This is an optimization exercise on Yosys and OpenROAD, whose aim is small area, a short achievable clock period and few clock cycles per item, not a production implementation. RTL that was checked went through simulation tests only; none was proved equivalent to the original. For runs 4 and 5, only the layout was checked, not whether the RTL still works.

==> flow/run.sh <==
#!/bin/bash
# The standard layout (the standard.sh: ORFS synthesis through finish)
# with two changes in how it is made:
#  - ABC maps the logic with flow/abc_area.script (area-oriented mapping
#    without ABC's own buffering and gate sizing) instead of ORFS's
#    abc_area.script; ORFS's scripts are copied and only that file replaced;
#  - the port buffers ORFS inserts at global placement are buf_2 cells
#    instead of the default delay-cell buffers.
set -euo pipefail
here=$(pwd)
rm -rf "$here/orfs_scripts"
cp -r "$FLOW_HOME/scripts" "$here/orfs_scripts"
cp "$here/flow/abc_area.script" "$here/orfs_scripts/abc_area.script"
bash standard.sh SCRIPTS_DIR="$here/orfs_scripts" \
    BUFFER_PORTS_ARGS="-buffer_cell sky130_fd_sc_hd__buf_2" finish > make_finish.log 2>&1
==> flow/abc_area.script <==
strash
dch
map -B 0.5
topo
stime -c
==> standard.sh <==
#!/bin/bash
# synth_recipe.tcl (not shown) runs the flow's synth.tcl, then flattens the netlist and writes it again
# the make line also repeats each setting of config.mk as NAME=value (left out here)
make -C /OpenROAD-flow-scripts/flow DESIGN_CONFIG=/design/flow/config.mk WORK_HOME=/design/flow/orfs CLKGATE_MAP_FILE= SYNTH_SCRIPT=/design/flow/synth_recipe.tcl "${@:-finish}"
==> config.mk <==
export PLATFORM = sky130hd
export DESIGN_NAME = hsl_conv
export DESIGN_NICKNAME = hsl_conv
export VERILOG_FILES = /design/flow/design.v
export SDC_FILE = /design/flow/constraint.sdc
export NUM_CORES = 4
export LEC_CHECK = 0
export ABC_AREA = 1
export CAP_MARGIN = 20
export CORE_MARGIN = 2
export CORE_UTILIZATION = 40
export CTS_BUF_LIST = sky130_fd_sc_hd__clkbuf_8
export SLEW_MARGIN = 20
==> constraint.sdc <==
create_clock -name core_clock -period 35.0 [get_ports {clk}]
set_input_delay 7.0000 -clock core_clock [delete_from_list [all_inputs] [get_ports {clk}]]
set_output_delay 7.0000 -clock core_clock [all_outputs]
set_load 0.01 [all_outputs]
==> design.v <==
module hsl_conv (
    input  wire       clk,
    input  wire       rst,
    input  wire       in_valid,
    output wire       in_ready,
    input  wire [7:0] in_r,
    input  wire [7:0] in_g,
    input  wire [7:0] in_b,
    output reg        out_valid,
    output reg  [8:0] out_hue,
    output reg  [9:0] out_sat,
    output reg  [9:0] out_light
);
    localparam [11:0] CUT = 12'b000010000101;    
    assign in_ready = 1'b1;
    reg       v0;
    reg [7:0] r0, g0, b0;
    always @(posedge clk) begin
        if (rst) v0 <= 1'b0;
        else     v0 <= in_valid;
        r0 <= in_r;
        g0 <= in_g;
        b0 <= in_b;
    end
    wire        v_a   [0:11], v   [0:11];
    wire [8:0]  s_a   [0:0],  s   [0:0];     
    wire [1:0]  lf_a  [1:11], lf  [1:11];    
    wire [7:0]  d_a   [0:1],  d   [0:1];
    wire [7:0]  e_a   [0:1],  e   [0:1];
    wire [2:0]  sec_a [0:6],  sec [0:6];     
    wire [7:0]  sR_a  [1:11], sR  [1:11];    
    wire [9:0]  sNQ_a [1:11], sNQ [1:11];    
    wire [7:0]  sD_a  [1:11], sD  [1:11];    
    wire [7:0]  hR_a  [1:6],  hR  [1:6];
    wire [5:0]  hNQ_a [1:6],  hNQ [1:6];
    wire [7:0]  hD_a  [1:6],  hD  [1:6];
    wire [8:0]  hue_a [7:11], hue [7:11];    
    function [8:0] add8(input [7:0] a, input [7:0] b, input ci);
        integer i;
        reg c;
        begin
            c = ci;
            for (i = 0; i < 8; i = i + 1) begin
                add8[i] = a[i] ^ b[i] ^ c;
                c = (a[i] & b[i]) | ((a[i] | b[i]) & c);
            end
            add8[8] = c;
        end
    endfunction
    function ge8(input [7:0] a, input [7:0] b);
        integer i;
        reg bw;
        begin
            bw = 1'b0;
            for (i = 0; i < 8; i = i + 1)
                bw = (~a[i] & b[i]) | ((~a[i] | b[i]) & bw);
            ge8 = ~bw;
        end
    endfunction
    wire rg = ge8(r0, g0);
    wire rb = ge8(r0, b0);
    wire gb = ge8(g0, b0);
    wire maxr = rg & rb;
    wire maxg = ~rg & gb;
    wire maxb = ~rb & ~gb;
    wire minr = ~rg & ~rb;
    wire ming = rg & ~gb;
    wire minb = rb & gb;
    wire pos  = maxr ? gb : (maxg ? ~rb : rg);
    wire [7:0] M   = ({8{maxr}} & r0) | ({8{maxg}} & g0) | ({8{maxb}} & b0);
    wire [7:0] mn  = ({8{minr}} & r0) | ({8{ming}} & g0) | ({8{minb}} & b0);
    wire [7:0] mid = ({8{~maxr & ~minr}} & r0) | ({8{~maxg & ~ming}} & g0)
                   | ({8{~maxb & ~minb}} & b0);
    wire [8:0] xd = add8(M, ~mn, 1'b1);
    wire [8:0] xe = add8(mid, ~mn, 1'b1);
    wire [8:0] xs = add8(M, mn, 1'b0);
    assign v_a[0]   = v0;
    assign d_a[0]   = xd[7:0];
    assign e_a[0]   = xe[7:0];
    assign s_a[0]   = xs;
    assign sec_a[0] = {maxr, maxg, pos};
    wire [8:0]  s1   = s[0];
    wire [7:0]  d1   = d[0];
    wire [7:0]  e1   = e[0];
    wire        pos1 = sec[0][0];
    wire [7:0]  D    = s1[8] ? ~s1[7:0] - 8'd1 : s1[7:0];    
    wire [17:0] Ns   = {d1, 10'd0} - {d1, 4'd0} - {d1, 3'd0} + D[7:1];
    wire [7:0]  dn   = d1 - {7'd0, ~pos1};
    wire [13:0] Nh   = {e1, 6'd0} - {e1, 2'd0} + dn[7:1];
    assign v_a[1]   = v[0];
    assign lf_a[1]  = {s1[8], D == 8'd0};
    assign d_a[1]   = d1;
    assign e_a[1]   = e1;
    assign sec_a[1] = sec[0];
    assign sR_a[1]  = Ns[17:10];
    assign sNQ_a[1] = Ns[9:0];
    assign sD_a[1]  = {D[7:1], D[0] | (D == 8'd0)};
    assign hR_a[1]  = Nh[13:6];
    assign hNQ_a[1] = Nh[5:0];
    assign hD_a[1]  = d1;     
    genvar k;
    generate
        for (k = 2; k <= 11; k = k + 1) begin : step
            wire [8:0] sT  = {sR[k-1], sNQ[k-1][9]};
            wire [7:0] sDv = sD[k-1];
            reg  [8:0] sb;                        
            integer j;
            always @(*) begin
                sb[0] = 1'b0;
                for (j = 0; j < 8; j = j + 1)
                    sb[j+1] = (~sT[j] & sDv[j]) | ((~sT[j] | sDv[j]) & sb[j]);
            end
            wire       sge = sT[8] | ~sb[8];      
            assign sR_a[k]  = sT[7:0] ^ ({8{sge}} & (sDv ^ sb[7:0]));
            assign sNQ_a[k] = {sNQ[k-1][8:0], sge};
            assign sD_a[k]  = sD[k-1];
            assign v_a[k]   = v[k-1];
            assign lf_a[k]  = lf[k-1];
            if (k <= 7) begin : h
                wire [8:0] hT  = {hR[k-1], hNQ[k-1][5]};
                wire [7:0] hDv = hD[k-1];
                reg  [8:0] hb;                    
                integer j;
                always @(*) begin
                    hb[0] = 1'b0;
                    for (j = 0; j < 8; j = j + 1)
                        hb[j+1] = (~hT[j] & hDv[j]) | ((~hT[j] | hDv[j]) & hb[j]);
                end
                wire       hge = hT[8] | ~hb[8];  
                wire [7:0] hRn = hT[7:0] ^ ({8{hge}} & (hDv ^ hb[7:0]));
                wire [5:0] hNn = {hNQ[k-1][4:0], hge};
                wire [2:0] sc  = sec[k-1];
                if (k < 7) begin : mid_
                    assign hR_a[k]  = hRn;
                    assign hNQ_a[k] = hNn;
                    assign hD_a[k]  = hD[k-1];
                    assign sec_a[k] = sc;
                end else begin : last
                    assign hue_a[k] = {sc, hNn};    
                end
            end else begin : hp
                assign hue_a[k] = hue[k-1];
            end
        end
        for (k = 0; k <= 11; k = k + 1) begin : pipe
            if (CUT[k]) begin : r
                reg v_q;
                always @(posedge clk) begin
                    if (rst) v_q <= 1'b0;
                    else     v_q <= v_a[k];
                end
                assign v[k] = v_q;
            end else begin : w
                assign v[k] = v_a[k];
            end
            if (k == 0) begin : s0
                if (CUT[k]) begin : r
                    reg [8:0] q;
                    always @(posedge clk) q <= s_a[k];
                    assign s[k] = q;
                end else begin : w
                    assign s[k] = s_a[k];
                end
            end else begin : lg
                if (CUT[k]) begin : r
                    reg [1:0] q;
                    always @(posedge clk) q <= lf_a[k];
                    assign lf[k] = q;
                end else begin : w
                    assign lf[k] = lf_a[k];
                end
            end
            if (k <= 1) begin : de
                if (CUT[k]) begin : r
                    reg [7:0] dq, eq;
                    always @(posedge clk) begin dq <= d_a[k]; eq <= e_a[k]; end
                    assign d[k] = dq; assign e[k] = eq;
                end else begin : w
                    assign d[k] = d_a[k]; assign e[k] = e_a[k];
                end
            end
            if (k <= 6) begin : sc
                if (CUT[k]) begin : r
                    reg [2:0] q;
                    always @(posedge clk) q <= sec_a[k];
                    assign sec[k] = q;
                end else begin : w
                    assign sec[k] = sec_a[k];
                end
            end
            if (k >= 1) begin : sd
                if (CUT[k]) begin : r
                    reg [7:0] rq, dq;
                    reg [9:0] nq;
                    always @(posedge clk) begin rq <= sR_a[k]; nq <= sNQ_a[k]; dq <= sD_a[k]; end
                    assign sR[k] = rq; assign sD[k] = dq;
                    if (k <= 6) begin : rd
                        wire [7:0] dh  = hD[k];
                        wire       n3  = dh[0] ^ dq[4];
                        wire       n4  = dh[1] ^ dq[5] ^ (dh[0] & dq[4]);
                        wire [9:0] msk = 10'b0000011111 << (k - 1);
                        wire [9:0] ins = {5'd0, n4, n3, dq[3:1]} << (k - 1);
                        assign sNQ[k] = (nq & ~msk) | ins;
                    end else if (k <= 8) begin : rb
                        wire [9:0] msk = 10'b0000000111 << (k - 1);
                        wire [9:0] ins = {7'd0, dq[3:1]} << (k - 1);
                        assign sNQ[k] = (nq & ~msk) | ins;
                    end else begin : kb
                        assign sNQ[k] = nq;
                    end
                end else begin : w
                    assign sR[k] = sR_a[k]; assign sNQ[k] = sNQ_a[k]; assign sD[k] = sD_a[k];
                end
            end
            if (k >= 1 && k <= 6) begin : hd
                if (CUT[k]) begin : r
                    reg [7:0] rq, dq;
                    reg [5:0] nq;
                    always @(posedge clk) begin rq <= hR_a[k]; nq <= hNQ_a[k]; dq <= hD_a[k]; end
                    assign hR[k] = rq; assign hD[k] = dq;
                    if (k <= 5) begin : rb
                        wire       ng  = ~sec[k][0];
                        wire       c0  = dq[1] ^ (ng & ~dq[0]);
                        wire       c1  = dq[2] ^ (ng & ~dq[0] & ~dq[1]);
                        wire [5:0] msk = 6'b000011 << (k - 1);
                        wire [5:0] ins = {4'd0, c1, c0} << (k - 1);
                        assign hNQ[k] = (nq & ~msk) | ins;
                    end else begin : kb
                        assign hNQ[k] = nq;
                    end
                end else begin : w
                    assign hR[k] = hR_a[k]; assign hNQ[k] = hNQ_a[k]; assign hD[k] = hD_a[k];
                end
            end
            if (k >= 7) begin : hu
                if (CUT[k] && k < 11) begin : r
                    reg [8:0] q;
                    always @(posedge clk) q <= hue_a[k];
                    assign hue[k] = q;
                end else begin : w
                    assign hue[k] = hue_a[k];
                end
            end
        end
    endgenerate
    wire [1:0]  lfe = lf_a[11];
    wire [7:0]  Dl  = {sD_a[11][7:1], sD_a[11][0] & ~lfe[0]};    
    reg  [3:0]  lt;                                                
    always @(*) begin
        case (Dl)
            8'd13: lt = 4'd1;
            8'd14: lt = 4'd1;
            8'd15: lt = 4'd1;
            8'd16: lt = 4'd1;
            8'd17: lt = 4'd1;
            8'd18: lt = 4'd1;
            8'd19: lt = 4'd1;
            8'd20: lt = 4'd1;
            8'd21: lt = 4'd1;
            8'd22: lt = 4'd1;
            8'd23: lt = 4'd1;
            8'd24: lt = 4'd1;
            8'd25: lt = 4'd1;
            8'd26: lt = 4'd1;
            8'd27: lt = 4'd1;
            8'd28: lt = 4'd1;
            8'd29: lt = 4'd1;
            8'd30: lt = 4'd1;
            8'd31: lt = 4'd1;
            8'd32: lt = 4'd1;
            8'd33: lt = 4'd1;
            8'd34: lt = 4'd1;
            8'd35: lt = 4'd1;
            8'd36: lt = 4'd1;
            8'd37: lt = 4'd1;
            8'd38: lt = 4'd1;
            8'd39: lt = 4'd2;
            8'd40: lt = 4'd2;
            8'd41: lt = 4'd2;
            8'd42: lt = 4'd2;
            8'd43: lt = 4'd2;
            8'd44: lt = 4'd2;
            8'd45: lt = 4'd2;
            8'd46: lt = 4'd2;
            8'd47: lt = 4'd2;
            8'd48: lt = 4'd2;
            8'd49: lt = 4'd2;
            8'd50: lt = 4'd2;
            8'd51: lt = 4'd2;
            8'd52: lt = 4'd2;
            8'd53: lt = 4'd2;
            8'd54: lt = 4'd2;
            8'd55: lt = 4'd2;
            8'd56: lt = 4'd2;
            8'd57: lt = 4'd2;
            8'd58: lt = 4'd2;
            8'd59: lt = 4'd2;
            8'd60: lt = 4'd2;
            8'd61: lt = 4'd2;
            8'd62: lt = 4'd2;
            8'd63: lt = 4'd2;
            8'd64: lt = 4'd3;
            8'd65: lt = 4'd3;
            8'd66: lt = 4'd3;
            8'd67: lt = 4'd3;
            8'd68: lt = 4'd3;
            8'd69: lt = 4'd3;
            8'd70: lt = 4'd3;
            8'd71: lt = 4'd3;
            8'd72: lt = 4'd3;
            8'd73: lt = 4'd3;
            8'd74: lt = 4'd3;
            8'd75: lt = 4'd3;
            8'd76: lt = 4'd3;
            8'd77: lt = 4'd3;
            8'd78: lt = 4'd3;
            8'd79: lt = 4'd3;
            8'd80: lt = 4'd3;
            8'd81: lt = 4'd3;
            8'd82: lt = 4'd3;
            8'd83: lt = 4'd3;
            8'd84: lt = 4'd3;
            8'd85: lt = 4'd3;
            8'd86: lt = 4'd3;
            8'd87: lt = 4'd3;
            8'd88: lt = 4'd3;
            8'd89: lt = 4'd3;
            8'd90: lt = 4'd4;
            8'd91: lt = 4'd4;
            8'd92: lt = 4'd4;
            8'd93: lt = 4'd4;
            8'd94: lt = 4'd4;
            8'd95: lt = 4'd4;
            8'd96: lt = 4'd4;
            8'd97: lt = 4'd4;
            8'd98: lt = 4'd4;
            8'd99: lt = 4'd4;
            8'd100: lt = 4'd4;
            8'd101: lt = 4'd4;
            8'd102: lt = 4'd4;
            8'd103: lt = 4'd4;
            8'd104: lt = 4'd4;
            8'd105: lt = 4'd4;
            8'd106: lt = 4'd4;
            8'd107: lt = 4'd4;
            8'd108: lt = 4'd4;
            8'd109: lt = 4'd4;
            8'd110: lt = 4'd4;
            8'd111: lt = 4'd4;
            8'd112: lt = 4'd4;
            8'd113: lt = 4'd4;
            8'd114: lt = 4'd4;
            8'd115: lt = 4'd5;
            8'd116: lt = 4'd5;
            8'd117: lt = 4'd5;
            8'd118: lt = 4'd5;
            8'd119: lt = 4'd5;
            8'd120: lt = 4'd5;
            8'd121: lt = 4'd5;
            8'd122: lt = 4'd5;
            8'd123: lt = 4'd5;
            8'd124: lt = 4'd5;
            8'd125: lt = 4'd5;
            8'd126: lt = 4'd5;
            8'd127: lt = 4'd5;
            8'd128: lt = 4'd5;
            8'd129: lt = 4'd5;
            8'd130: lt = 4'd5;
            8'd131: lt = 4'd5;
            8'd132: lt = 4'd5;
            8'd133: lt = 4'd5;
            8'd134: lt = 4'd5;
            8'd135: lt = 4'd5;
            8'd136: lt = 4'd5;
            8'd137: lt = 4'd5;
            8'd138: lt = 4'd5;
            8'd139: lt = 4'd5;
            8'd140: lt = 4'd5;
            8'd141: lt = 4'd6;
            8'd142: lt = 4'd6;
            8'd143: lt = 4'd6;
            8'd144: lt = 4'd6;
            8'd145: lt = 4'd6;
            8'd146: lt = 4'd6;
            8'd147: lt = 4'd6;
            8'd148: lt = 4'd6;
            8'd149: lt = 4'd6;
            8'd150: lt = 4'd6;
            8'd151: lt = 4'd6;
            8'd152: lt = 4'd6;
            8'd153: lt = 4'd6;
            8'd154: lt = 4'd6;
            8'd155: lt = 4'd6;
            8'd156: lt = 4'd6;
            8'd157: lt = 4'd6;
            8'd158: lt = 4'd6;
            8'd159: lt = 4'd6;
            8'd160: lt = 4'd6;
            8'd161: lt = 4'd6;
            8'd162: lt = 4'd6;
            8'd163: lt = 4'd6;
            8'd164: lt = 4'd6;
            8'd165: lt = 4'd6;
            8'd166: lt = 4'd7;
            8'd167: lt = 4'd7;
            8'd168: lt = 4'd7;
            8'd169: lt = 4'd7;
            8'd170: lt = 4'd7;
            8'd171: lt = 4'd7;
            8'd172: lt = 4'd7;
            8'd173: lt = 4'd7;
            8'd174: lt = 4'd7;
            8'd175: lt = 4'd7;
            8'd176: lt = 4'd7;
            8'd177: lt = 4'd7;
            8'd178: lt = 4'd7;
            8'd179: lt = 4'd7;
            8'd180: lt = 4'd7;
            8'd181: lt = 4'd7;
            8'd182: lt = 4'd7;
            8'd183: lt = 4'd7;
            8'd184: lt = 4'd7;
            8'd185: lt = 4'd7;
            8'd186: lt = 4'd7;
            8'd187: lt = 4'd7;
            8'd188: lt = 4'd7;
            8'd189: lt = 4'd7;
            8'd190: lt = 4'd7;
            8'd191: lt = 4'd7;
            8'd192: lt = 4'd8;
            8'd193: lt = 4'd8;
            8'd194: lt = 4'd8;
            8'd195: lt = 4'd8;
            8'd196: lt = 4'd8;
            8'd197: lt = 4'd8;
            8'd198: lt = 4'd8;
            8'd199: lt = 4'd8;
            8'd200: lt = 4'd8;
            8'd201: lt = 4'd8;
            8'd202: lt = 4'd8;
            8'd203: lt = 4'd8;
            8'd204: lt = 4'd8;
            8'd205: lt = 4'd8;
            8'd206: lt = 4'd8;
            8'd207: lt = 4'd8;
            8'd208: lt = 4'd8;
            8'd209: lt = 4'd8;
            8'd210: lt = 4'd8;
            8'd211: lt = 4'd8;
            8'd212: lt = 4'd8;
            8'd213: lt = 4'd8;
            8'd214: lt = 4'd8;
            8'd215: lt = 4'd8;
            8'd216: lt = 4'd8;
            8'd217: lt = 4'd9;
            8'd218: lt = 4'd9;
            8'd219: lt = 4'd9;
            8'd220: lt = 4'd9;
            8'd221: lt = 4'd9;
            8'd222: lt = 4'd9;
            8'd223: lt = 4'd9;
            8'd224: lt = 4'd9;
            8'd225: lt = 4'd9;
            8'd226: lt = 4'd9;
            8'd227: lt = 4'd9;
            8'd228: lt = 4'd9;
            8'd229: lt = 4'd9;
            8'd230: lt = 4'd9;
            8'd231: lt = 4'd9;
            8'd232: lt = 4'd9;
            8'd233: lt = 4'd9;
            8'd234: lt = 4'd9;
            8'd235: lt = 4'd9;
            8'd236: lt = 4'd9;
            8'd237: lt = 4'd9;
            8'd238: lt = 4'd9;
            8'd239: lt = 4'd9;
            8'd240: lt = 4'd9;
            8'd241: lt = 4'd9;
            8'd242: lt = 4'd9;
            8'd243: lt = 4'd10;
            8'd244: lt = 4'd10;
            8'd245: lt = 4'd10;
            8'd246: lt = 4'd10;
            8'd247: lt = 4'd10;
            8'd248: lt = 4'd10;
            8'd249: lt = 4'd10;
            8'd250: lt = 4'd10;
            8'd251: lt = 4'd10;
            8'd252: lt = 4'd10;
            8'd253: lt = 4'd10;
            8'd254: lt = 4'd10;
            8'd255: lt = 4'd10;
            default: lt = 4'd0;
        endcase
    end
    wire        sb  = lfe[1];
    wire [9:0]  la  = sb ? ~{1'b0, Dl, 1'b0} : {1'b0, Dl, 1'b0};
    wire [9:0]  lb  = sb ? (10'd1001 + {6'd0, lt}) : {6'h3f, ~lt};
    wire [9:0]  light = la + lb + {9'd0, ~sb};
    wire [2:0] sc   = hue_a[11][8:6];
    wire [5:0] hq   = (hue_a[11][5:0] == 6'd63) ? 6'd0 : hue_a[11][5:0];    
    wire [8:0] base = sc[2] ? (sc[0] ? 9'd0 : 9'd360) : (sc[1] ? 9'd120 : 9'd240);
    wire [8:0] hqx  = {3'd0, hq} ^ {9{~sc[0]}};
    reg  [8:0] hsum;
    reg        hc;
    integer    hi;
    always @(*) begin
        hc = ~sc[0];
        for (hi = 0; hi < 9; hi = hi + 1) begin
            hsum[hi] = base[hi] ^ hqx[hi] ^ hc;
            hc = (base[hi] & hqx[hi]) | ((base[hi] | hqx[hi]) & hc);
        end
    end
    wire [8:0] hue_o = (hsum == 9'd360) ? 9'd0 : hsum;
    always @(posedge clk) begin
        if (rst) out_valid <= 1'b0;
        else     out_valid <= v_a[11];
        out_hue   <= hue_o;
        out_sat   <= sNQ_a[11];
        out_light <= light;
    end
endmodule
==> flow_summary.json, run 1 <==
{
  "syn_area_mm2": 0.01142,
  "routed-wl-met3_um": 545,
  "critical_path_class": "register to primary output",
  "cts_made_buffers": 17,
  "core-area_mm2": 0.02793,
  "die_x_um": 173.0,
  "grt_pass1_vias": 8887,
  "drv_cap": 0,
  "pin_count": 58,
  "clockBufferDepth": 2,
  "synthCells": 1605,
  "most-common-layout-cells": "nand2_1 (479), clkinv_1 (230), xor2_1 (189), dfxtp_1 (165), nand3_1 (145)",
  "initial_core_util": 0.4089,
  "grt_use_total": 0.1531,
  "nNetsFinal": 1789,
  "tightestPinTransition_ns": 0.9554,
  "startpoint_type": "register",
  "cts_setup_buffers": 0,
  "ys_ff_latch": 165,
  "drtAntennaViolNets": 0,
  "relSlewSlack": 0.3563,
  "layout_commonest_cell": "nand2_1",
  "syn_area_per_cell_um2": 7.117,
  "slew_violations": 0,
  "setup_tns_ns": 0,
  "required_ns": 28.00,
  "via_per_inst": 4.680,
  "ctsResizeCount": 0,
  "top_layer_used": "met4",
  "min_period_ns": 7.905,
  "drt_iter0_drc": 322,
  "ys_types": 38,
  "hpwl_um": 17920,
  "port_buffers": 56,
  "hold_class": "register to register",
  "met2_wirelength_um": 10410,
  "ys_seq_area_frac": 0.2892,
  "syn_nets": 1718,
  "syn_to_final_growth_pct": 10.66,
  "cts_root_buffer": "clkbuf_8",
  "finalSetupViolCount": 0,
  "antennaDiodeCount": 0,
  "cts_tree": "built",
  "antenna_found_initial": 0,
  "yosys_most_used_dff": "dfxtp_1",
  "drt_wl_total_um": 22210,
  "fillers": 2845,
  "met1_length_um": 10850,
  "clkTransAtPathRegs_ns": 0.10,
  "status": "finished clean",
  "cts_sinks": 165,
  "final_hold_viol_count": 0,
  "drc": 0,
  "htreeDepth": 4,
  "vias": 9668,
  "holdBufCountCts": 0,
  "clock_latency_ns": 0.47,
  "dr.pass1.iters": 5,
  "finClkSkew_ns": 0.01554,
  "critical_path_buf_inv_count": 1,
  "gp_congestion": 0.8182,
  "crit_family": "flip-flops",
  "gr-total-overflow": 0,
  "slowest_delay_ns": 0.32,
  "dieHeight_um": 173.0,
  "cp_max_fo": 1,
  "rows": 61,
  "fin_crit_sh": 0.2259,
  "path_cells": "buf_2",
  "wl_per_cell_um": 10.75,
  "synth_edf_count": 0,
  "drive_gt1_frac": 0.07227,
  "yosysWarningCount": 1,
  "crit_slowest_cell": "dfxtp_1",
  "grt_first_pass_wirelength_um": 39070,
  "endpoint_kind": "primary output",
  "async_flop_share": 0,
  "rsz0062_at_grt": "false",
  "grt_max_degree": 19,
  "max_freq_mhz": 126.5,
  "worstPathArrival_ns": 0.91,
  "dieArea_mm2": 0.02993
}
==> state kept, by name, summed over array words and instances, names as in the netlist, 7 cells and up <==
name and count:
pipe.sd.r.nq 16, out_light 10, out_sat 10, pipe.de.r.dq 7
out_hue 9, g0 8, pipe.de.r.eq 8, pipe.hu.r.q 9
pipe.s0.r.q 9, pipe.hd.r.dq 8, pipe.sd.r.rq 16, r0 8
b0 8, pipe.sd.r.dq 12, pipe.hd.r.rq 8
==> stage by stage <==
step | hold WS (ns) | instances | instance area (um^2) | util | setup slack (ns)
after floorplan | 0.3096 | 1605 | 11420 | - | 27.67
after global placement | 0.3101 | 2035 | 12160 | 0.4352 | 27.60
after detailed placement | 0.3132 | 2035 | 12160 | 0.4352 | 27.48
after CTS | 0.3232 | 2066 | 12640 | 0.4525 | 27.05
after global routing | 0.3256 | 2066 | 12640 | 0.4525 | 26.10
final | 0.3248 | 2066 | 12640 | 0.4525 | 27.09
==> kinds of logic after synthesis <==
kind of cell / after synthesis / share of synthesized area
compound gates: 190 / 0.09715
xor+xnor: 205 / 0.1572
fa+ha+maj: 90 / 0.1168
buf+inv: 234 / 0.07722
flops: 165 / 0.2892
other cells: 1 / 0.0003283
simple gates: 720 / 0.2622
==> routing by layer <==
metal / GRT usage / vias up
met5: 0 / -
met4: 0.05473 / 0
met3: 0.02419 / 31
met2: 0.2682 / 114
met1: 0.1899 / 4262
li1: - / 5261
==> final timing paths <==
check | from | end | slack [ns] | cells after the start
worst max-delay path | out_hue[8] | out_hue[8] | 27.09 | 1
worst min-delay path | pipe[2].hd.r.nq[0] | pipe[7].hu.r.q[5] | 0.32 | 0
worst max register to register | pipe[7].sd.r.nq[6] | out_sat[0] | 27.47 | 53
worst min register to register | pipe[2].hd.r.nq[0] | pipe[7].hu.r.q[5] | 0.32 | 0
==> synthesized netlist by cell type, types with 3 or more instances <==
master	number	area, um^2
a31oi_1	6	37.54
nand4_1	9	56.30
nand2_1	479	1798
xnor2_1	16	140.1
xor2_1	189	1655
o22ai_1	9	56.30
a21oi_1	52	260.3
o21a_1	4	30.03
or2_2	14	87.58
nand3_1	145	725.7
clkinv_1	230	863.3
nor3_1	4	20.02
o21ai_0	85	425.4
ha_1	57	713.2
dfxtp_1	165	3303
buf_1	3	11.26
a22oi_1	5	37.54
nand3b_1	4	30.03
o221ai_1	5	43.79
nor2_1	56	210.2
a22o_2	8	80.08
a21o_2	3	26.28
fa_1	29	580.6
and2_2	7	52.55
maj3_1	4	40.04
==> cell type report <==
| cell class | count | area, um^2 | share of cell area |
|---|---|---|---|
| multi-input combinational | 1206 | 7238 | 0.5726 |
| sequential | 165 | 3303 | 0.2613 |
| inverter | 230 | 863.3 | 0.06830 |
| tap | 378 | 473.0 | 0.03741 |
| timing repair buffer | 56 | 280.3 | 0.02217 |
| clock inverter | 14 | 249.0 | 0.01970 |
| clock buffer | 17 | 234.0 | 0.01851 |
Testbench counts, summed over its fixed seeds: cycles 8,040, items 8,000.
==> run 2, diff against run 1 <==
==> flow/run.sh (replaced) <==
#!/bin/bash
# The standard layout (the standard.sh: ORFS synthesis through finish)
# with three changes in how it is made:
#  - ABC maps the logic with flow/abc_area.script (area-oriented mapping
#    without ABC's own buffering and gate sizing) instead of ORFS's
#    abc_area.script; ORFS's scripts are copied and only that file replaced;
#  - the port buffers ORFS inserts at global placement are buf_2 cells
#    instead of the default delay-cell buffers;
#  - clock tree synthesis runs with ORFS's own arguments plus
#    -dont_use_dummy_load (no dummy load cells for balancing).
set -euo pipefail
here=$(pwd)
rm -rf "$here/orfs_scripts"
cp -r "$FLOW_HOME/scripts" "$here/orfs_scripts"
cp "$here/flow/abc_area.script" "$here/orfs_scripts/abc_area.script"
bash standard.sh SCRIPTS_DIR="$here/orfs_scripts" \
    BUFFER_PORTS_ARGS="-buffer_cell sky130_fd_sc_hd__buf_2" \
    CTS_ARGS="-sink_clustering_enable -repair_clock_nets -buf_list sky130_fd_sc_hd__clkbuf_8 -dont_use_dummy_load" \
    finish > make_finish.log 2>&1
==> run 2 against run 1 <==
Compared with the run above: still clean on timing, DRC and antenna; cell count fell by 0.68%; core utilization shrank 0.89 points; non-clock buffer count unchanged; fmax hardly changed; register-to-register slack gained 0.06 ns; first-iteration DRC count is 5.0% higher; clock skew grew 0.017 ns; flip-flop and latch count did not move; die area unchanged.
==> flow_summary.json, run 2 <==
{
  "status": "finished clean",
  "final_util": 0.4436,
  "final_hold_viol_count": 0,
  "hold_depth": 0,
  "htreeDepth": 4,
  "clock_latency_ns": 0.46,
  "most-common-layout-cells": "nand2_1 (479), clkinv_1 (230), xor2_1 (189), dfxtp_1 (165), nand3_1 (145)",
  "drv_cap": 0,
  "wl_per_cell_um": 10.71,
  "clockBufferDepth": 2,
  "dieArea_mm2": 0.02993,
  "crit_cells": 1,
  "syn_nets": 1718,
  "drtAntennaViolNets": 0,
  "reg_top3": "pipe.sd.r.nq x16, pipe.sd.r.rq x16, pipe.sd.r.dq x12",
  "syn_to_final_growth_pct": 8.478,
  "grt_max_degree": 19,
  "grt_use_total": 0.1515,
  "ys_seq_area_frac": 0.2892,
  "gr-total-overflow": 0,
  "antennaDiodeCount": 0,
  "cts_made_buffers": 17,
  "r2r-start": "pipe[7].sd.r.nq[6]",
  "die_x_um": 173.0,
  "yosys_most_used_dff": "dfxtp_1",
  "dieHeight_um": 173.0,
  "worstPathArrival_ns": 0.90,
  "synthCells": 1605,
  "crit_family": "flip-flops",
  "grt_pass1_vias": 8841,
  "ys_top_cells_by_area": "dfxtp_1 (29%), nand2_1 (16%), xor2_1 (14%), clkinv_1 (7.6%), nand3_1 (6.4%)",
  "critical_path_buf_inv_count": 1,
  "cts_sinks": 165,
  "fin_crit_sh": 0.2257,
  "dp.cells": 2035,
  "drt_wl_total_um": 21970,
  "cp_max_fo": 1,
  "slowest_delay_ns": 0.32,
  "clkTransAtPathRegs_ns": 0.10,
  "rr_endpoint": "out_sat[0]",
  "cts_root_buffer": "clkbuf_8",
  "holdBufCountCts": 0,
  "slew_violations": 0,
  "ys_types": 38,
  "rows": 61,
  "finClkSkew_ns": 0.03215,
  "grt_first_pass_wirelength_um": 38670,
  "max_freq_mhz": 126.6,
  "via_per_inst": 4.681,
  "cts_tree": "built",
  "pin_count": 58,
  "layout_commonest_cell": "nand2_1",
  "r2r_cells": 53,
  "fin_cells": 2052,
  "endpoint_kind": "primary output",
  "relSlewSlack": 0.3778,
  "yosys.cell_count.top_type": "nand2_1",
  "crit_path_start": "out_hue[8]",
  "gp_congestion": 0.8182,
  "regToRegSetupSlack_ns": 27.53,
  "drive_gt1_frac": 0.06511,
  "min_period_ns": 7.900,
  "drt_iter0_drc": 338,
  "setup_tns_ns": 0,
  "port_buffers": 56,
  "synth_largest_type_area_fraction": 0.2892,
  "async_flop_share": 0,
  "hold_class": "register to register",
  "path_cells": "buf_2",
  "critical_path_class": "register to primary output",
  "cts_setup_buffers": 0,
  "startpoint_type": "register",
  "required_ns": 28.00,
  "dr.pass1.iters": 5,
  "nNetsFinal": 1789,
  "synth_edf_count": 0,
  "ys_ff_latch": 165,
  "vias": 9605,
  "core-area_mm2": 0.02793,
  "endpoint": "out_hue[8]",
  "yosysWarningCount": 1,
  "tightestPinTransition_ns": 0.9236,
  "rsz0062_at_grt": "false",
  "finalSetupViolCount": 0,
  "crit_slowest_cell": "dfxtp_1",
  "hpwl_um": 17920,
  "netlist_top_cells_count": "nand2_1 (479), clkinv_1 (230), xor2_1 (189), dfxtp_1 (165), nand3_1 (145)",
  "syn_area_per_cell_um2": 7.117,
  "ctsResizeCount": 0,
  "initial_core_util": 0.4089,
  "synth_area_leader_cell": "dfxtp_1",
  "syn_area_mm2": 0.01142,
  "antenna_found_initial": 0,
  "drc": 0
}
## run 2: cell counts after synthesis
Identical to the previous run, type by type.
## run 2: layer usage
layer	part of all wire	up-vias	global-route usage
met5	0	-	0
met4	0.019	0	0.05685
met3	0.023	26	0.02419
met2	0.47	104	0.2647
met1	0.49	4225	0.1874
li1	-	5250	-
## run 2: worst min path at each step
stage / from / to / slack (ns)
5_1_grt: pipe[2].hd.r.nq[0] / pipe[7].hu.r.q[5] / 0.30
4_1_cts: pipe[2].hd.r.nq[0] / pipe[7].hu.r.q[5] / 0.30
2_1_floorplan: pipe[7].sd.r.nq[0] / out_sat[4] / 0.31
3_3_place_gp: pipe[7].sd.r.nq[4] / out_sat[8] / 0.31
3_5_place_dp: pipe[7].sd.r.nq[0] / out_sat[4] / 0.31
6_report: pipe[2].hd.r.nq[0] / pipe[7].hu.r.q[5] / 0.30
## run 2: area by class of cell
class	count	area (um^2)
repair buffers	56	280.3
well taps	378	473.0
inverters	230	863.3
flip-flops and latches	165	3303
clock buffers	17	234.0
multi-input cells	1206	7238
fillers	2864	15540
## run 2: cell families (layout without fill, tap and decap cells)
family	after synthesis	after routing	share of synthesized area
simple gates	720	720	0.2622
buf+inv	234	303	0.07722
xor+xnor	205	205	0.1572
compound gates	190	190	0.09715
flops	165	165	0.2892
fa+ha+maj	90	90	0.1168
other cells	1	1	0.0003283
## run 2: through the flow
stage | hold WS, ns | setup slack, ns | cell area (um^2)
finish | 0.2985 | 27.10 | 12390
global route | 0.2972 | 26.08 | 12390
CTS | 0.2966 | 27.05 | 12390
detailed placement | 0.3132 | 27.48 | 12160
global placement | 0.3101 | 27.60 | 12160
floorplan | 0.3096 | 27.67 | 11420
==> run 3, diff against run 2 <==
--- a/flow/run.sh
+++ b/flow/run.sh
@@ -7,7 +7,8 @@
 #  - the port buffers ORFS inserts at global placement are buf_2 cells
 #    instead of the default delay-cell buffers;
 #  - clock tree synthesis runs with ORFS's own arguments plus
-#    -dont_use_dummy_load (no dummy load cells for balancing).
+#    -dont_use_dummy_load (no dummy load cells for balancing) and a
+#    clkbuf_16 root buffer.
 set -euo pipefail
 here=$(pwd)
 rm -rf "$here/orfs_scripts"
@@ -15,5 +16,5 @@
 cp "$here/flow/abc_area.script" "$here/orfs_scripts/abc_area.script"
 bash standard.sh SCRIPTS_DIR="$here/orfs_scripts" \
     BUFFER_PORTS_ARGS="-buffer_cell sky130_fd_sc_hd__buf_2" \
-    CTS_ARGS="-sink_clustering_enable -repair_clock_nets -buf_list sky130_fd_sc_hd__clkbuf_8 -dont_use_dummy_load" \
+    CTS_ARGS="-sink_clustering_enable -repair_clock_nets -root_buf sky130_fd_sc_hd__clkbuf_16 -buf_list sky130_fd_sc_hd__clkbuf_8 -dont_use_dummy_load" \
     finish > make_finish.log 2>&1
==> run 3 against run 2 <==
Compared with the run above: design area hardly changed; wire length is 0.23% higher; count of clock-buffer cells in the layout stayed put; area after synthesis stayed put; register-to-register slack worse by 0.03 ns; die area stayed put; still clean; clock skew hardly changed; highest routed layer unchanged; flip-flop and latch count stayed put.
==> flow_summary.json, run 3 <==
{
  "drive_gt1_frac": 0.06511,
  "port_buffers": 56,
  "drtAntennaViolNets": 0,
  "post-place-ws_ns": 27.48,
  "path_cells": "buf_2",
  "grt_first_pass_wirelength_um": 38670,
  "crit_path_start": "out_hue[8]",
  "status": "finished clean",
  "reg_top3": "pipe.sd.r.nq x16, pipe.sd.r.rq x16, pipe.sd.r.dq x12",
  "htreeDepth": 4,
  "core-area_mm2": 0.02793,
  "synthSimpleGateAreaFrac": 0.2622,
  "ys_seq_area_frac": 0.2892,
  "critical_path_buf_inv_count": 1,
  "pin_count": 58,
  "clockBufferDepth": 2,
  "synth_edf_count": 0,
  "fillers": 2863,
  "crit_cells": 1,
  "syn_area_mm2": 0.01142,
  "fin_crit_sh": 0.2236,
  "fin_ws_ns": 27.18,
  "critical_path_class": "register to primary output",
  "hpwl_um": 17920,
  "rsz0062_at_grt": "false",
  "synth-compound-area-share": 0.09715,
  "gr-total-overflow": 0,
  "dieArea_mm2": 0.02993,
  "cts_tree": "built",
  "hp-start": "pipe[2].hd.r.nq[0]",
  "most-common-layout-cells": "nand2_1 (479), clkinv_1 (230), xor2_1 (189), dfxtp_1 (165), nand3_1 (145)",
  "syn_area_per_cell_um2": 7.117,
  "via_per_inst": 4.698,
  "grt_pass1_vias": 8845,
  "syn_to_final_growth_pct": 8.576,
  "die_x_um": 173.0,
  "synthCells": 1605,
  "slew_violations": 0,
  "synth_area_leader_cell": "dfxtp_1",
  "drt_iter0_drc": 314,
  "async_flop_share": 0,
  "yosys_most_used_dff": "dfxtp_1",
  "drv_cap": 0,
  "tightestPinTransition_ns": 0.9516,
  "dieHeight_um": 173.0,
  "regToRegSetupSlack_ns": 27.50,
  "relSlewSlack": 0.3589,
  "min_to": "pipe[7].hu.r.q[5]",
  "crit_slowest_cell": "dfxtp_1",
  "synth-xor-area-share": 0.1572,
  "ctsResizeCount": 0,
  "startpoint_type": "register",
  "cts_setup_buffers": 0,
  "ys_top_cells_by_area": "dfxtp_1 (29%), nand2_1 (16%), xor2_1 (14%), clkinv_1 (7.6%), nand3_1 (6.4%)",
  "wl_per_cell_um": 10.73,
  "yosys.cell_count.top_type": "nand2_1",
  "holdBufCountCts": 0,
  "grt_max_degree": 19,
  "min_period_ns": 7.825,
  "drc": 0,
  "setup_tns_ns": 0,
  "hold_depth": 0,
  "vias": 9640,
  "r2r-start": "pipe[7].sd.r.nq[6]",
  "netlist_top_cells_count": "nand2_1 (479), clkinv_1 (230), xor2_1 (189), dfxtp_1 (165), nand3_1 (145)",
  "r2r_cells": 53,
  "clock_latency_ns": 0.38,
  "met2_wirelength_um": 10310,
  "routed-wl-met3_um": 532,
  "cts_made_buffers": 17,
  "yosysWarningCount": 1,
  "rr_endpoint": "out_sat[0]",
  "synth_top_family_by_area": "simple AND/OR/NAND/NOR gates",
  "cts_root_buffer": "clkbuf_16",
  "synthMuxAreaShare": 0,
  "final_hold_viol_count": 0,
  "initial_core_util": 0.4089,
  "synth_fa_ha_area_frac": 0.1168,
  "worstPathArrival_ns": 0.82,
  "synth_largest_type_area_fraction": 0.2892,
  "slowest_delay_ns": 0.32,
  "ys_types": 38,
  "cp_max_fo": 1,
  "fin_hold_ws_ns": 0.2984,
  "gp_congestion": 0.8182,
  "clkTransAtPathRegs_ns": 0.10,
  "met1_length_um": 10760,
  "dr.pass1.iters": 5,
  "required_ns": 28.00,
  "grt_use_total": 0.1517,
  "finClkSkew_ns": 0.03184,
  "antennaDiodeCount": 0,
  "rows": 61,
  "antenna_found_initial": 0,
  "ys_ff_latch": 165,
  "finalSetupViolCount": 0,
  "cts_sinks": 165,
  "layout_commonest_cell": "nand2_1",
  "top_layer_used": "met4",
  "max_freq_mhz": 127.8,
  "crit_family": "flip-flops",
  "endpoint_kind": "primary output",
  "syn_nets": 1718,
  "nNetsFinal": 1789,
  "hold_class": "register to register",
  "drt_wl_total_um": 22020
}
-- run 3: metal layers --
layer	track usage	vias to the layer above
met5	0	-
met1	0.1874	4248
met4	0.05685	0
li1	-	5250
met2	0.2647	115
met3	0.02485	27
-- run 3: cell type report --
cell class | count | area [um^2] | share of cell area
inverters | 230 | 863.3 | 0.06961
clock buffers | 17 | 245.2 | 0.01977
repair buffers | 56 | 280.3 | 0.02260
multi-input cells | 1206 | 7238 | 0.5836
well taps | 378 | 473.0 | 0.03813
flip-flops and latches | 165 | 3303 | 0.2663
-- run 3: kinds of logic after synthesis --
group                      after synthesis
xor gates and xnor gates               205
AOI/OAI and AO/OA                      190
other                                    1
buffers and inverters                  234
and+or+nand+nor                        720
adders and majority gates               90
DFF                                    165
-- run 3: metrics by stage --
step                cell area, um^2  std cells    util
global route                  12400       2052  0.4440
finish                        12400       2052  0.4440
global placement              12160       2035  0.4352
CTS                           12400       2052  0.4440
detailed placement            12160       2035  0.4352
floorplan                     11420       1605       -
-- run 3: how the worst max path moves through the flow --
stage,to,slack [ns]
finish,out_hue[8],27.18
global route,out_sat[0],26.08
CTS,out_hue[8],27.14
detailed placement,out_sat[0],27.48
global placement,out_sat[8],27.60
floorplan,out_hue[0],27.67
==> run 4, diff against run 3 <==
--- a/design.v
+++ b/design.v
@@ -77,13 +77,13 @@
     assign v_a[0]   = v0;
     assign d_a[0]   = xd[7:0];
     assign e_a[0]   = xe[7:0];
-    assign s_a[0]   = xs;
+    assign s_a[0]   = {xs[8], xs[8] ? ~xs[7:0] - 8'd1 : xs[7:0]};
     assign sec_a[0] = {maxr, maxg, pos};
-    wire [8:0]  s1   = s[0];
+    wire [8:0]  s1   = s[0];     
     wire [7:0]  d1   = d[0];
     wire [7:0]  e1   = e[0];
     wire        pos1 = sec[0][0];
-    wire [7:0]  D    = s1[8] ? ~s1[7:0] - 8'd1 : s1[7:0];    
+    wire [7:0]  D    = s1[7:0];
     wire [17:0] Ns   = {d1, 10'd0} - {d1, 4'd0} - {d1, 3'd0} + D[7:1];
     wire [7:0]  dn   = d1 - {7'd0, ~pos1};
     wire [13:0] Nh   = {e1, 6'd0} - {e1, 2'd0} + dn[7:1];
==> flow/run.sh (replaced) <==
#!/bin/bash
# The standard layout (the standard.sh: ORFS synthesis through finish)
# with these changes in how it is made:
#  - ABC maps the logic with flow/abc_area.script (area-oriented mapping
#    without ABC's own buffering and gate sizing) instead of ORFS's
#    abc_area.script;
#  - every port still gets a buffer at global placement, but inputs get
#    buf_1 cells and outputs buf_2 cells instead of the default delay-cell
#    buffers (global_place.tcl calls buffer_ports once for each side);
#  - clock tree synthesis runs with ORFS's own arguments plus a clkbuf_16
#    root buffer and -dont_use_dummy_load (no dummy load cells).
# ORFS's scripts are copied into this folder and only those two files
# changed; the copy is used as SCRIPTS_DIR.
set -euo pipefail
here=$(pwd)
rm -rf "$here/orfs_scripts"
cp -r "$FLOW_HOME/scripts" "$here/orfs_scripts"
cp "$here/flow/abc_area.script" "$here/orfs_scripts/abc_area.script"
sed -i 's|^\( *\)buffer_ports {\*}\[env_var_or_empty BUFFER_PORTS_ARGS\]$|\1buffer_ports -inputs -buffer_cell sky130_fd_sc_hd__buf_1\n\1buffer_ports -outputs -buffer_cell sky130_fd_sc_hd__buf_2|' \
    "$here/orfs_scripts/global_place.tcl"
grep -q 'buffer_ports -outputs -buffer_cell' "$here/orfs_scripts/global_place.tcl"
bash standard.sh SCRIPTS_DIR="$here/orfs_scripts" \
    CTS_ARGS="-sink_clustering_enable -repair_clock_nets -root_buf sky130_fd_sc_hd__clkbuf_16 -buf_list sky130_fd_sc_hd__clkbuf_8 -dont_use_dummy_load" \
    finish > make_finish.log 2>&1
==> run 4 against run 3 <==
Compared with the run above: global-route usage increased by 0.83 points; design area decreased by 0.57%; non-clock buffer count unchanged; first-iteration DRC count increased by 1.9%; area after synthesis decreased by 0.34%; core utilization decreased by 0.26 points; synthesized cell count decreased by 2.1%; sequential share of layout area increased by 0.15 points; highest routed layer unchanged.
==> flow_summary.json, run 4 <==
{
  "worstPathArrival_ns": 0.82,
  "wl_per_cell_um": 11.48,
  "critical_path_buf_inv_count": 1,
  "synth_area_leader_cell": "dfxtp_1",
  "die_x_um": 172.7,
  "ctsResizeCount": 0,
  "grt_first_pass_wirelength_um": 40050,
  "ys_types": 34,
  "relSlewSlack": 0.4329,
  "max_freq_mhz": 127.9,
  "grt_use_total": 0.1600,
  "dr.pass1.iters": 5,
  "antenna_found_initial": 0,
  "async_flop_share": 0,
  "status": "finished clean",
  "crit_slowest_cell": "dfxtp_1",
  "dieArea_mm2": 0.02983,
  "startpoint_type": "register",
  "final_hold_viol_count": 0,
  "drt_iter0_drc": 320,
  "syn_area_mm2": 0.01138,
  "crit_family": "flip-flops",
  "cp_max_fo": 1,
  "port_buffers": 56,
  "hold_class": "register to register",
  "via_per_inst": 4.705,
  "netlist_top_cells_count": "nand2_1 (466), clkinv_1 (209), xor2_1 (195), dfxtp_1 (165), nand3_1 (138)",
  "layout_commonest_cell": "nand2_1",
  "min_period_ns": 7.817,
  "grt_pass1_vias": 8664,
  "hpwl_um": 18700,
  "dieHeight_um": 172.7,
  "path_cells": "buf_2",
  "required_ns": 28.00,
  "drv_cap": 0,
  "antennaDiodeCount": 0,
  "setup_tns_ns": 0,
  "ys_top_cells_by_area": "dfxtp_1 (29%), nand2_1 (15%), xor2_1 (15%), clkinv_1 (6.9%), ha_1 (6.5%)",
  "clkTransAtPathRegs_ns": 0.09,
  "fillers": 2891,
  "slowest_delay_ns": 0.32,
  "yosys.cell_count.top_type": "nand2_1",
  "cts_tree": "built",
  "fin_crit_sh": 0.2234,
  "vias": 9500,
  "cts_root_buffer": "clkbuf_16",
  "pin_count": 58,
  "syn_nets": 1687,
  "synth_edf_count": 0,
  "nNetsFinal": 1758,
  "gp_congestion": 0.8327,
  "most-common-layout-cells": "nand2_1 (466), clkinv_1 (209), xor2_1 (195), dfxtp_1 (165), nand3_1 (138)",
  "ys_seq_area_frac": 0.2901,
  "clockBufferDepth": 2,
  "rows": 61,
  "synthCells": 1572,
  "ys_ff_latch": 165,
  "finClkSkew_ns": 0.03278,
  "core-area_mm2": 0.02793,
  "yosys_most_used_dff": "dfxtp_1",
  "fin_ws_ns": 27.18,
  "endpoint_kind": "primary output",
  "critical_path_class": "register to primary output",
  "slew_violations": 0,
  "reg_top3": "pipe.sd.r.nq x16, pipe.sd.r.rq x16, pipe.sd.r.dq x12",
  "cts_made_buffers": 17,
  "post-place-ws_ns": 27.31,
  "cts_setup_buffers": 0,
  "grt_max_degree": 19,
  "drt_wl_total_um": 23170,
  "yosysWarningCount": 1,
  "finalSetupViolCount": 0,
  "rsz0062_at_grt": "false",
  "cts_sinks": 165,
  "clock_latency_ns": 0.38,
  "synth_largest_type_area_fraction": 0.2901,
  "drc": 0,
  "initial_core_util": 0.4076,
  "syn_to_final_growth_pct": 8.319,
  "syn_area_per_cell_um2": 7.242,
  "drtAntennaViolNets": 0,
  "tightestPinTransition_ns": 0.8417,
  "gr-total-overflow": 0,
  "drive_gt1_frac": 0.04875,
  "htreeDepth": 4,
  "holdBufCountCts": 0
}
-- run 4: cell count changes after synthesis, moves of 4 or more --
cell,change
clkinv_1,-21
nand3_1,-7
a21oi_1,-5
o221ai_1,+9
xor2_1,+6
nand2_1,-13
o22ai_1,-4
-- run 4: path summary, 6_finish.rpt --
check / slack [ns] / end / from / cells past startpoint
setup / recovery: 27.18 / out_hue[2] / out_hue[2] / 1
hold reg to reg: 0.32 / out_sat[8] / pipe[7].sd.r.nq[4] / 0
setup reg to reg: 27.30 / out_sat[0] / pipe[7].sd.r.dq[0] / 52
hold / removal: 0.32 / out_sat[8] / pipe[7].sd.r.nq[4] / 0
-- run 4: kinds of logic (layout without fill, tap and decap cells) --
logic type | count (synthesis) | in the layout | synth area share
XOR/XNOR | 214 | 214 | 0.1646
AO/OA/AOI/OAI | 186 | 186 | 0.09682
flip-flops | 165 | 165 | 0.2901
AND/OR/NAND/NOR | 698 | 698 | 0.2555
buffers and inverters | 213 | 282 | 0.07056
adder cells (fa/ha/maj) | 95 | 95 | 0.1220
other | 1 | 1 | 0.0003294
-- run 4: cell type report --
type | instances | area, um^2 | area share
sequential | 165 | 3303 | 0.2679
multi-input combinational | 1194 | 7278 | 0.5902
timing repair buffer | 56 | 247.7 | 0.02009
clock buffer | 17 | 245.2 | 0.01989
inverter | 209 | 784.5 | 0.06362
tap | 378 | 473.0 | 0.03835
-- run 4: per-layer routing --
metal,routed length [um],GRT usage,vias to the layer above,share of wire
met5,0,0,-,0
met4,390,0.04979,0,0.017
met3,601,0.02397,31,0.026
met2,10690,0.2669,121,0.46
met1,11490,0.2136,4166,0.50
li1,-,-,5182,-
-- run 4: through the flow --
step | util | area, um^2 | std cells | hold WS (ns)
6_report | 0.4415 | 12330 | 2019 | 0.3167
5_1_grt | 0.4415 | 12330 | 2019 | 0.3239
4_1_cts | 0.4415 | 12330 | 2019 | 0.3176
3_5_place_dp | 0.4327 | 12090 | 2002 | 0.3121
3_3_place_gp | 0.4327 | 12090 | 2002 | 0.3128
2_1_floorplan | - | 11380 | 1572 | 0.3096
==> run 5, diff against run 4 <==
--- a/design.v
+++ b/design.v
@@ -11,7 +11,7 @@
     output reg  [9:0] out_sat,
     output reg  [9:0] out_light
 );
-    localparam [11:0] CUT = 12'b000010000101;    
+    localparam [11:0] CUT = 12'b000010001001;    
     assign in_ready = 1'b1;
     reg       v0;
     reg [7:0] r0, g0, b0;
==> run 5 against run 4 <==
Compared with the run above: critical endpoint is now out_hue[0]; still clean; area after synthesis increased by 0.91%; die area increased by 0.89%; register-to-register slack improved by 0.22 ns.
==> flow_summary.json, run 5 <==
{
  "status": "finished clean",
  "critical_path_buf_inv_count": 1,
  "drt_iter0_drc": 579,
  "reg_top3": "pipe.sd.r.nq x16, pipe.sd.r.rq x16, pipe.sd.r.dq x12",
  "drv_cap": 0,
  "yosysWarningCount": 1,
  "finClkSkew_ns": 0.03812,
  "grt_use_total": 0.1674,
  "synth-compound-area-share": 0.09911,
  "syn_to_final_growth_pct": 8.310,
  "synthMuxAreaShare": 0.0008713,
  "drc": 0,
  "synthCells": 1622,
  "synth_top_family_by_area": "simple AND/OR/NAND/NOR gates",
  "holdBufCountCts": 0,
  "die_x_um": 173.5,
  "required_ns": 28.00,
  "gr-total-overflow": 0,
  "grt_max_degree": 17,
  "min_period_ns": 7.813,
  "gp_congestion": 0.8782,
  "clkTransAtPathRegs_ns": 0.09,
  "r2r_cells": 40,
  "clockBufferDepth": 2,
  "antenna_found_initial": 0,
  "rows": 62,
  "finalSetupViolCount": 0,
  "core-area_mm2": 0.02847,
  "regToRegSetupSlack_ns": 27.52,
  "cts_setup_buffers": 0,
  "drive_gt1_frac": 0.04731,
  "r2r-start": "pipe[0].s0.r.q[0]",
  "crit_slowest_cell": "dfxtp_1",
  "ys_types": 34,
  "initial_core_util": 0.4035,
  "startpoint_type": "register",
  "htreeDepth": 4,
  "fin_crit_sh": 0.2232,
  "postLayoutCellArea_mm2": 0.01244,
  "antennaDiodeCount": 0,
  "synth-xor-area-share": 0.1517,
  "dieHeight_um": 173.5,
  "cp_max_fo": 1,
  "synthSimpleGateAreaFrac": 0.2710,
  "synth_area_leader_cell": "dfxtp_1",
  "cts_root_buffer": "clkbuf_16",
  "ys_top_cells_by_area": "dfxtp_1 (29%), nand2_1 (17%), xor2_1 (14%), clkinv_1 (7.2%), ha_1 (6.4%)",
  "vias": 9877,
  "ys_ff_latch": 165,
  "cts_tree": "built",
  "min_to": "pipe[7].hu.r.q[4]",
  "synth_largest_type_area_fraction": 0.2875,
  "wl_per_cell_um": 11.52,
  "rr_endpoint": "pipe[3].sd.r.rq[4]",
  "worstPathArrival_ns": 0.81,
  "endpoint_kind": "primary output",
  "cts_made_buffers": 17,
  "slew_violations": 0,
  "hpwl_um": 19700,
  "clock_latency_ns": 0.38,
  "yosys_most_used_dff": "dfxtp_1",
  "grt_first_pass_wirelength_um": 42490,
  "drtAntennaViolNets": 0,
  "tightestPinTransition_ns": 0.9006,
  "syn_nets": 1737,
  "crit_family": "flip-flops",
  "syn_area_mm2": 0.01149,
  "setup_tns_ns": 0,
  "pin_count": 58,
  "hp-start": "pipe[3].hd.r.nq[0]",
  "dr.pass1.iters": 5,
  "hold_depth": 0,
  "synth_edf_count": 0,
  "max_freq_mhz": 128.0,
  "rsz0062_at_grt": "false",
  "netlist_top_cells_count": "nand2_1 (512), clkinv_1 (221), xor2_1 (180), dfxtp_1 (165), nand3_1 (138)",
  "final_util": 0.4371,
  "relSlewSlack": 0.3970,
  "place_area_mm2": 0.01220,
  "nNetsFinal": 1808,
  "synth_fa_ha_area_frac": 0.1157,
  "dieArea_mm2": 0.03009,
  "most-common-layout-cells": "nand2_1 (512), clkinv_1 (221), xor2_1 (180), dfxtp_1 (165), nand3_1 (138)",
  "drt_wl_total_um": 23900,
  "ctsResizeCount": 0,
  "via_per_inst": 4.760,
  "async_flop_share": 0,
  "crit_path_start": "out_hue[0]",
  "critical_path_class": "register to primary output",
  "path_cells": "buf_2",
  "slowest_delay_ns": 0.30,
  "final_hold_viol_count": 0,
  "grt_pass1_vias": 9194,
  "syn_area_per_cell_um2": 7.083,
  "yosys.cell_count.top_type": "nand2_1",
  "ys_seq_area_frac": 0.2875,
  "hold_class": "register to register",
  "layout_commonest_cell": "nand2_1",
  "cts_sinks": 165,
  "port_buffers": 56
}
==> run 5: metrics by stage <==
step                      hold WS (ns)  setup slack, ns  instances
after global routing            0.3194            26.46       2075
after global placement          0.3097            27.60       2058
after floorplan                 0.3096            27.67       1622
after detailed placement        0.3121            27.53       2058
final                           0.3209            27.19       2075
after CTS                       0.3225            27.17       2075
==> run 5: routing by layer <==
| metal | track usage | vias up | share of wire |
|---|---|---|---|
| met5 | 0 | - | 0 |
| met4 | 0.05579 | 0 | 0.023 |
| met3 | 0.02456 | 37 | 0.033 |
| met2 | 0.2715 | 172 | 0.44 |
| met1 | 0.2284 | 4333 | 0.50 |
| li1 | - | 5335 | - |
==> run 5: layout make-up <==
cell class / count / area [um^2]
multi-input cells: 1232 / 7337
clock buffers: 17 / 245.2
flip-flops and latches: 165 / 3303
well taps: 384 / 480.5
repair buffers: 56 / 247.7
inverters: 221 / 829.5
fillers: 2953 / 16030
==> run 5: cell families after synthesis <==
logic type,Yosys count
AND/OR/NAND/NOR,751
buffers and inverters,225
XOR/XNOR,199
AO/OA/AOI/OAI,191
flip-flops,165
adder cells (fa/ha/maj),89
other,1
multiplexers,1
==> run 5: how the worst max path moves through the flow <==
stage                                    end  depth (start not counted)
after global routing      pipe[3].sd.r.rq[3]                         40
after CTS                         out_hue[0]                          1
final                             out_hue[0]                          1
after global placement    pipe[3].sd.r.rq[4]                         40
after floorplan                   out_hue[0]                          0
after detailed placement  pipe[3].sd.r.rq[3]                         40
==> run 6, diff against run 5 <==
--- a/design.v
+++ b/design.v
@@ -11,7 +11,7 @@
     output reg  [9:0] out_sat,
     output reg  [9:0] out_light
 );
-    localparam [11:0] CUT = 12'b000010001001;    
+    localparam [11:0] CUT = 12'b000010000101;    
     assign in_ready = 1'b1;
     reg       v0;
     reg [7:0] r0, g0, b0;
@@ -77,13 +77,13 @@
     assign v_a[0]   = v0;
     assign d_a[0]   = xd[7:0];
     assign e_a[0]   = xe[7:0];
-    assign s_a[0]   = {xs[8], xs[8] ? ~xs[7:0] - 8'd1 : xs[7:0]};
+    assign s_a[0]   = xs;
     assign sec_a[0] = {maxr, maxg, pos};
-    wire [8:0]  s1   = s[0];     
+    wire [8:0]  s1   = s[0];
     wire [7:0]  d1   = d[0];
     wire [7:0]  e1   = e[0];
     wire        pos1 = sec[0][0];
-    wire [7:0]  D    = s1[7:0];
+    wire [7:0]  D    = s1[8] ? ~s1[7:0] - 8'd1 : s1[7:0];    
     wire [17:0] Ns   = {d1, 10'd0} - {d1, 4'd0} - {d1, 3'd0} + D[7:1];
     wire [7:0]  dn   = d1 - {7'd0, ~pos1};
     wire [13:0] Nh   = {e1, 6'd0} - {e1, 2'd0} + dn[7:1];
==> flow/abc_area.script (replaced) <==
strash
dch
map -B 0.7
topo
stime -c
==> run 6 against run 5 <==
Compared with the run above: hold slack better by 0.0031 ns; via count is 2.5% higher; highest routed layer unchanged; core utilization hardly changed; clock skew is 0.011 ns lower; still clean on timing, DRC and antenna; cell count is 2.3% higher; critical path type unchanged; register-to-register slack worse by 0.18 ns; first-iteration DRC count is 34% lower; area after synthesis is 0.30% higher; flip-flop and latch count stayed put.
==> flow_summary.json, run 6 <==
{
  "r2r-start": "pipe[2].sd.r.nq[3]",
  "endpoint_kind": "primary output",
  "grt_first_pass_wirelength_um": 40770,
  "slew_violations": 0,
  "netlist_top_cells_count": "nand2_1 (513), nand3_1 (245), clkinv_1 (240), dfxtp_1 (165), xor2_1 (132)",
  "gr-total-overflow": 0,
  "wl_per_cell_um": 10.86,
  "finClkSkew_ns": 0.02746,
  "port_buffers": 56,
  "grt_pass1_vias": 9243,
  "setup_tns_ns": 0,
  "synthMuxAreaShare": 0.001737,
  "cts_setup_buffers": 0,
  "min_to": "out_sat[4]",
  "final_hold_viol_count": 0,
  "syn_area_mm2": 0.01152,
  "rows": 62,
  "ys_top_cells_by_area": "dfxtp_1 (29%), nand2_1 (17%), nand3_1 (11%), xor2_1 (10%), clkinv_1 (7.8%)",
  "finalSetupViolCount": 0,
  "critical_path_buf_inv_count": 1,
  "max_freq_mhz": 127.7,
  "fin_crit_sh": 0.2238,
  "status": "finished clean",
  "required_ns": 28.00,
  "nNetsFinal": 1853,
  "synth-compound-area-share": 0.07622,
  "cts_made_buffers": 17,
  "antenna_found_initial": 0,
  "async_flop_share": 0,
  "synth_top_family_by_area": "simple AND/OR/NAND/NOR gates",
  "relSlewSlack": 0.5583,
  "die_x_um": 173.7,
  "path_cells": "buf_2",
  "synth_fa_ha_area_frac": 0.1149,
  "drc": 0,
  "syn_area_per_cell_um2": 6.904,
  "synthCells": 1669,
  "crit_slowest_cell": "dfxtp_1",
  "cts_root_buffer": "clkbuf_16",
  "synthSimpleGateAreaFrac": 0.3211,
  "cp_max_fo": 1,
  "place_area_mm2": 0.01223,
  "vias": 10130,
  "r2r_cells": 54,
  "tightestPinTransition_ns": 0.6617,
  "ys_seq_area_frac": 0.2866,
  "fin_ws_ns": 27.17,
  "postLayoutCellArea_mm2": 0.01248,
  "grt_use_total": 0.1598,
  "synth_edf_count": 0,
  "cts_tree": "built",
  "drive_gt1_frac": 0.05293,
  "fin_cells": 2122,
  "synth_area_leader_cell": "dfxtp_1",
  "yosys_most_used_dff": "dfxtp_1",
  "drt_iter0_drc": 381,
  "rsz0062_at_grt": "false",
  "initial_core_util": 0.4037,
  "drt_wl_total_um": 23050,
  "drv_cap": 0,
  "critical_path_class": "register to primary output",
  "core-area_mm2": 0.02855,
  "min_period_ns": 7.832,
  "layout_commonest_cell": "nand2_1",
  "syn_nets": 1782,
  "drtAntennaViolNets": 0,
  "hp-start": "pipe[7].sd.r.nq[0]",
  "htreeDepth": 4,
  "gp_congestion": 0.8394,
  "clock_latency_ns": 0.38,
  "synth_largest_type_area_fraction": 0.2866,
  "post-place-ws_ns": 27.23,
  "ys_ff_latch": 165,
  "hold_depth": 0,
  "most-common-layout-cells": "nand2_1 (513), nand3_1 (245), clkinv_1 (240), dfxtp_1 (165), xor2_1 (132)",
  "antennaDiodeCount": 0,
  "dr.pass1.iters": 5,
  "holdBufCountCts": 0,
  "yosysWarningCount": 1,
  "synth-xor-area-share": 0.1193,
  "reg_top3": "pipe.sd.r.nq x16, pipe.sd.r.rq x16, pipe.sd.r.dq x12",
  "hpwl_um": 18790,
  "slowest_delay_ns": 0.32,
  "rr_endpoint": "pipe[7].sd.r.rq[0]",
  "clkTransAtPathRegs_ns": 0.09,
  "grt_max_degree": 18,
  "dieHeight_um": 173.7,
  "worstPathArrival_ns": 0.83,
  "via_per_inst": 4.773,
  "ys_types": 39,
  "hold_class": "register to register",
  "cts_sinks": 165,
  "yosys.cell_count.top_type": "nand2_1",
  "regToRegSetupSlack_ns": 27.34,
  "dieArea_mm2": 0.03018,
  "crit_family": "flip-flops",
  "dp.cells": 2105,
  "crit_path_start": "out_hue[6]",
  "clockBufferDepth": 2,
  "ctsResizeCount": 0,
  "startpoint_type": "register",
  "syn_to_final_growth_pct": 8.284,
  "pin_count": 58
}
[run 6: logic make-up after synthesis]
kind of cell    count (synthesis)
compound gates                144
xor+xnor                      157
fa+ha+maj                      89
buf+inv                       244
flops                         165
mux                             2
other cells                     1
simple gates                  867
[run 6: worst max-delay path by stage]
stage,endpoint,slack [ns],cells after the start
after global placement,pipe[7].sd.r.rq[0],27.55,54
final,out_hue[6],27.17,1
after floorplan,out_hue[0],27.67,0
after global routing,pipe[7].sd.r.rq[0],25.82,54
after detailed placement,pipe[7].sd.r.rq[0],27.23,54
after CTS,out_hue[1],27.15,1
[run 6: stage by stage]
step	hold slack, ns	util
after global placement	0.3135	0.4285
after detailed placement	0.3121	0.4285
final	0.3240	0.4371
after CTS	0.3198	0.4371
after global routing	0.3336	0.4371
after floorplan	0.3096	-
[run 6: final cells by class]
cell class | count | area [um^2]
flip-flops and latches | 165 | 3303
repair buffers | 56 | 247.7
well taps | 384 | 480.5
clock buffers | 17 | 245.2
fillers | 3013 | 16070
multi-input cells | 1260 | 7301
inverters | 240 | 900.9
[run 6: per-layer routing]
layer	vias to the layer above	routed length, um	track usage
li1	5499	-	-
met2	131	11420	0.2910
met5	-	0	0
met3	13	707	0.02697
met1	4485	10700	0.1935
met4	0	229	0.04377
Testbench counts of run 6, summed over its fixed seeds: cycles 8,040, items 8,000.

## separate check: timing with driven ports
Ports are ideal in the flow. The routed layouts listed here were re-timed in OpenROAD. Step 1 (the two cells are an assumption about what drives the block):
set clk [get_ports {clk}]
set_driving_cell -lib_cell sky130_fd_sc_hd__clkbuf_16 $clk
set_driving_cell -lib_cell sky130_fd_sc_hd__buf_2 [delete_from_list [all_inputs] $clk]
Step 2 moves the port delays by t, midway between the first and last clock arrival at a register: inputs arrive t later, outputs are due t later. That takes back most of the time a late clock gives input paths. Three values: ideal ports, drivers, drivers and shift; two values: the first two.
run | t, ns | slack for setup (ns) | latest minus earliest clock arrival (ns) | slew at the worst register clock pin (ns) | cell pins on the clock port's net
run 1 | 0.502 | 27.095 / 27.051 / 27.465 | 0.016 / 0.016 | 0.10 / 0.10 | 1
run 2 | 0.488 | 27.100 / 27.056 / 27.525 | 0.034 / 0.034 | 0.10 / 0.10 | 1
run 3 | 0.418 | 27.176 / 27.126 / 27.502 | 0.034 / 0.033 | 0.10 / 0.10 | 1
run 4 | 0.415 | 27.183 / 27.132 / 27.303 | 0.034 / 0.034 | 0.09 / 0.09 | 1
run 5 | 0.416 | 27.187 / 27.140 / 27.524 | 0.046 / 0.045 | 0.10 / 0.10 | 1
run 6 | 0.422 | 27.168 / 27.117 / 27.339 | 0.032 / 0.032 | 0.09 / 0.09 | 1
After both steps every run listed still meets setup and hold.
